From an optimization exercise on the open Yosys and OpenROAD flow, aimed at small area, a short achievable clock period and few clock cycles per item; shortcuts taken in it are not production practice. Where RTL was checked, it was by simulation tests only, not by an equivalence proof against the original. Power figures rest on the tool's default switching activity, not on a simulated workload.

==> flow/design.v (excerpt) <==
module uecp_frame_dec (
    input  wire       clk,
    input  wire       rst,
    input  wire       in_valid,
    output wire       in_ready,
    input  wire [7:0] in_data,
    input  wire       in_last,
    output reg        res_valid,
    input  wire       res_ready,
    output reg  [2:0] res_status,
    output wire [9:0] res_site,
    output wire [5:0] res_enc,
    output wire [7:0] res_seq,
    output wire [7:0] res_mel,
    output wire [7:0] res_nelem
);
Size in the first run: ~110 flip-flops, ~58 I/O pins, roughly 0.0051 mm² of cells after synthesis.
Settings: LEC_CHECK=0, CAP_MARGIN=20, CORE_MARGIN=2, CORE_UTILIZATION=40, SETUP_SLACK_MARGIN=1.85, SLEW_MARGIN=20; clock period 3.5 ns.
standard.sh (not shown) runs the stock make flow with config.mk's settings and CLKGATE_MAP_FILE= SYNTH_SCRIPT=/design/flow/synth_recipe.tcl, a recipe that flattens the netlist after the stock synthesis.
==> flow/flow/run.sh <==
#!/bin/bash
# Standard layout, with the I/O port buffers built from a small buffer cell
# instead of the delay cell buffer_ports picks on its own. Synthesis is the
# standard one (standard.sh synth), so the registers keep their names.
set -euo pipefail
bash standard.sh synth > synth.log 2>&1
bash standard.sh BUFFER_PORTS_ARGS="-buffer_cell sky130_fd_sc_hd__buf_2" finish > layout.log 2>&1
Then changed:
- SETUP_SLACK_MARGIN: 1.85 -> 1.75
After rerunning: Flip-flop and latch count is unchanged. Global-route usage falls by 0.76 points. First-iteration DRC count decreases by 15%. Final area fell by 1.7%.
Then changed:
- SETUP_SLACK_MARGIN: 1.75 -> 1.8
The changed run finished with timing, DRC and antenna clean.
Combinational power grows by about 8%.
Power falls by 3.8%.
Clock-buffer cell count went down by 1.
Setup slack is better by 0.065 ns.
Die area is unchanged.
Cell area rose by 2.2%.
Clock skew decreases by 0.0033 ns.
No run of this note included a check of the RTL's function; only the layout flow was run.

---

## v18
uecp_frame_dec, a different RTL version from the one above (not shown whole).
Size: about 570 cells after synthesis, about 0.0052 mm² of cells after synthesis.
// uecp_frame_dec
module uecp_frame_dec (
    input  wire       clk,
    input  wire       rst,
    input  wire       in_valid,
    output wire       in_ready,
    input  wire [7:0] in_data,
    input  wire       in_last,
    output reg        res_valid,
    input  wire       res_ready,
    output reg  [2:0] res_status,
    output wire [9:0] res_site,
    output wire [5:0] res_enc,
    output wire [7:0] res_seq,
    output wire [7:0] res_mel,
    output wire [7:0] res_nelem
);
    localparam [2:0] ST_OK      = 3'd0;
    localparam [2:0] ST_UNKNOWN = 3'd1;
    localparam [2:0] ST_CRC     = 3'd2;
    localparam [2:0] ST_SHORT   = 3'd4;
    localparam [1:0] W_CODE  = 2'd0;   
    localparam [1:0] W_SKIPC = 2'd1;   
    localparam [1:0] W_SKIPL = 2'd2;   
    localparam [1:0] W_LEN   = 2'd3;   
    reg        rdy;           
    reg        first;         
    reg        esc;           
    reg  [7:0] u_r;           
    reg        uv_r;          
    reg        end_r;         
    reg        endesc_r;      
    assign in_ready = rdy;
    wire accept = in_valid && rdy;
    wire mid    = !first && !in_last;
    always @(posedge clk) begin
        if (rst) begin
            first <= 1'b1;
            esc   <= 1'b0;
        end else if (accept) begin
            first <= in_last;
            esc   <= mid && !esc && (in_data == 8'hFD);
        end
    end
    always @(posedge clk) begin
        if (rst) begin
            uv_r  <= 1'b0;
            end_r <= 1'b0;
        end else if (rdy) begin
            uv_r  <= in_valid && mid && (esc || in_data != 8'hFD);
            end_r <= in_valid && in_last;
        end
    end
    always @(posedge clk) begin
        if (rdy) begin
            u_r      <= esc ? (in_data + 8'hFD) : in_data;
            endesc_r <= esc;
        end
    end
    reg [15:0] crc;
    reg  [2:0] ph;            
    reg  [7:0] addr_hi, addr_lo, seq, mel, nelem;
    reg  [7:0] body_rem;
    reg  [1:0] wstate;
    reg        werr;
    reg  [7:0] skip;
    assign res_site  = {addr_hi, addr_lo[7:6]};
    assign res_enc   = addr_lo[5:0];
    assign res_seq   = seq;
    assign res_mel   = mel;
    assign res_nelem = nelem;
    wire go    = rdy;                  
    wire u_go  = go && uv_r;
    wire e_go  = go && end_r;
    reg       lv;
    reg [3:0] lskip;
    reg       llp;
    always @(*) begin
        lv = 1'b1; lskip = 4'd0; llp = 1'b0;
  ...
clock: 3.5 ns
lec_check: 0
cap_margin: 20
core_margin: 2
core_utilization: 40
setup_slack_margin: 1.2
slew_margin: 20
run.sh (not shown) runs the stock make flow with config.mk's settings and CLKGATE_MAP_FILE= SYNTH_SCRIPT=/design/flow/synth_recipe.tcl, a recipe that flattens the netlist after the stock synthesis.
Stock flow here: none of the scripts above is used.
Testbench counts of v18, summed over its fixed seeds: cycles 39,233, frames 384.
diff inputs: v18 => v20
Settings: swapping 1.2 for 1.8 in SETUP_SLACK_MARGIN.
--- outcome ---
As far as inverter count of the layout excluding clock inverters goes, v18 and v20 are indistinguishable; the numbers are identical. Taking v18 as the reference, in v20 count of clock-buffer cells in the layout shows a reduction of 2, total wire length shows an increase of about 8%, via count of the first global-routing pass shows an increase of 453, clock period minus final worst setup slack shows a reduction of 0.34 ns. The higher combinational power share came out of v20.
### v20 -> v12
Settings: SETUP_SLACK_MARGIN: 1.8 -> unset.
## What came out
Across v20 and v12, none had a timing, DRC or antenna violation.
Comparing v20 and v12, the lower global-route usage is on v12.
In the metrics for v20 and v12, the one carrying the lower count of clock-buffer cells in the layout is v20.
Of v20 and v12, the lower worst-case setup margin in the final layout belongs to v12.
Part of the total power dissipated in combinational logic: v12 lower than v20
For the share of the final layout cell area in sequential cells, v12 came in 4.5 points higher than v20 did.
v20 -> v12: wire length decreased by more than 10%

---

uecp_frame_dec, a different RTL version from the one above (not shown whole).
Size in the first run: about 110 flip-flops, roughly 58 I/O pins, about 5400 um2 of cells after synthesis.
export LEC_CHECK = 0
export CAP_MARGIN = 20
export CORE_MARGIN = 2
export CORE_UTILIZATION = 40
export SETUP_SLACK_MARGIN = 1.7
export SLEW_MARGIN = 20
create_clock -name core_clock -period 3.5 [get_ports {clk}]
standard.sh (not shown) runs the stock make flow with config.mk's settings and CLKGATE_MAP_FILE= SYNTH_SCRIPT=/design/flow/synth_recipe.tcl, a recipe that flattens the netlist after the stock synthesis.
Scripts as last shown in full above: flow/flow/run.sh
Testbench counts at the start, summed over its fixed seeds: cycles 39,233, frames 384.
Edit:
SETUP_SLACK_MARGIN = 1.8   (was 1.7)
The changed run ran to the end with no violations; routed wire length is about the same; via count is about the same; setup slack improves by 0.083 ns; first-iteration DRC count drops by a quarter to a third.
Edit:
CORE_UTILIZATION = 55   (was 40)
Outcome: Cell count fell by 5.1%; core utilization goes up by 17 points; setup slack got worse by 0.011 ns; count of clock-buffer cells in the layout falls by 1; register-to-register slack got worse by 0.06 ns; fmax went down by 0.64%; worst hold slack improved by 0.0069 ns; wire length rose by 3.7%; die area came out lower by 26%; global-route usage went up by 7.3 points; via count rises by 0.87%.

==> re-timing with driven ports <==
Ports are ideal in the flow. The routed layouts listed here were re-timed in OpenROAD.
Step 1 sets driving cells, clkbuf_16 on the clock port and buf_2 on the other inputs (assumed; they add their load-dependent delay and slew).
Step 2 moves the port delays by t, midway between the first and last clock arrival at a register: inputs arrive t later, outputs are due t later. That takes back most of the time a late clock gives input paths.
Slacks: ideal / step 1 / step 2; pairs: ideal / step 1.
| run | t, ns | slack for setup (ns) | clock arrival spread, ns | worst register clock-pin slew, ns |
|---|---|---|---|---|
| the first run of note 1 | 0.392 | 1.676 / 1.652 / 1.261 | 0.009 / 0.009 | 0.08 / 0.08 |
| the second run of note 1 | 0.388 | 1.630 / 1.607 / 1.219 | 0.014 / 0.014 | 0.08 / 0.08 |
| the third run of note 1 | 0.380 | 1.694 / 1.673 / 1.293 | 0.011 / 0.011 | 0.08 / 0.08 |
| v18 | 0.382 | 1.240 / 1.255 / 0.873 | 0.004 / 0.005 | 0.07 / 0.07 |
| v20 | 0.387 | 1.577 / 1.571 / 1.185 | 0.011 / 0.011 | 0.08 / 0.08 |
| v12 | 0.389 | 0.693 / 0.708 / 0.319 | 0.008 / 0.008 | 0.07 / 0.07 |
| the first run of note 3 | 0.387 | 1.752 / 1.714 / 1.398 | 0.011 / 0.010 | 0.08 / 0.08 |
| the second run of note 3 | 0.391 | 1.835 / 1.796 / 1.463 | 0.011 / 0.010 | 0.08 / 0.08 |
| the third run of note 3 | 0.403 | 1.824 / 1.795 / 1.465 | 0.014 / 0.015 | 0.11 / 0.11 |
After both steps setup and hold are still met in every run listed. For the first run of note 1, which loses most, drivers alone change the setup slack by -0.024 ns; drivers and shift together by -0.415 ns.
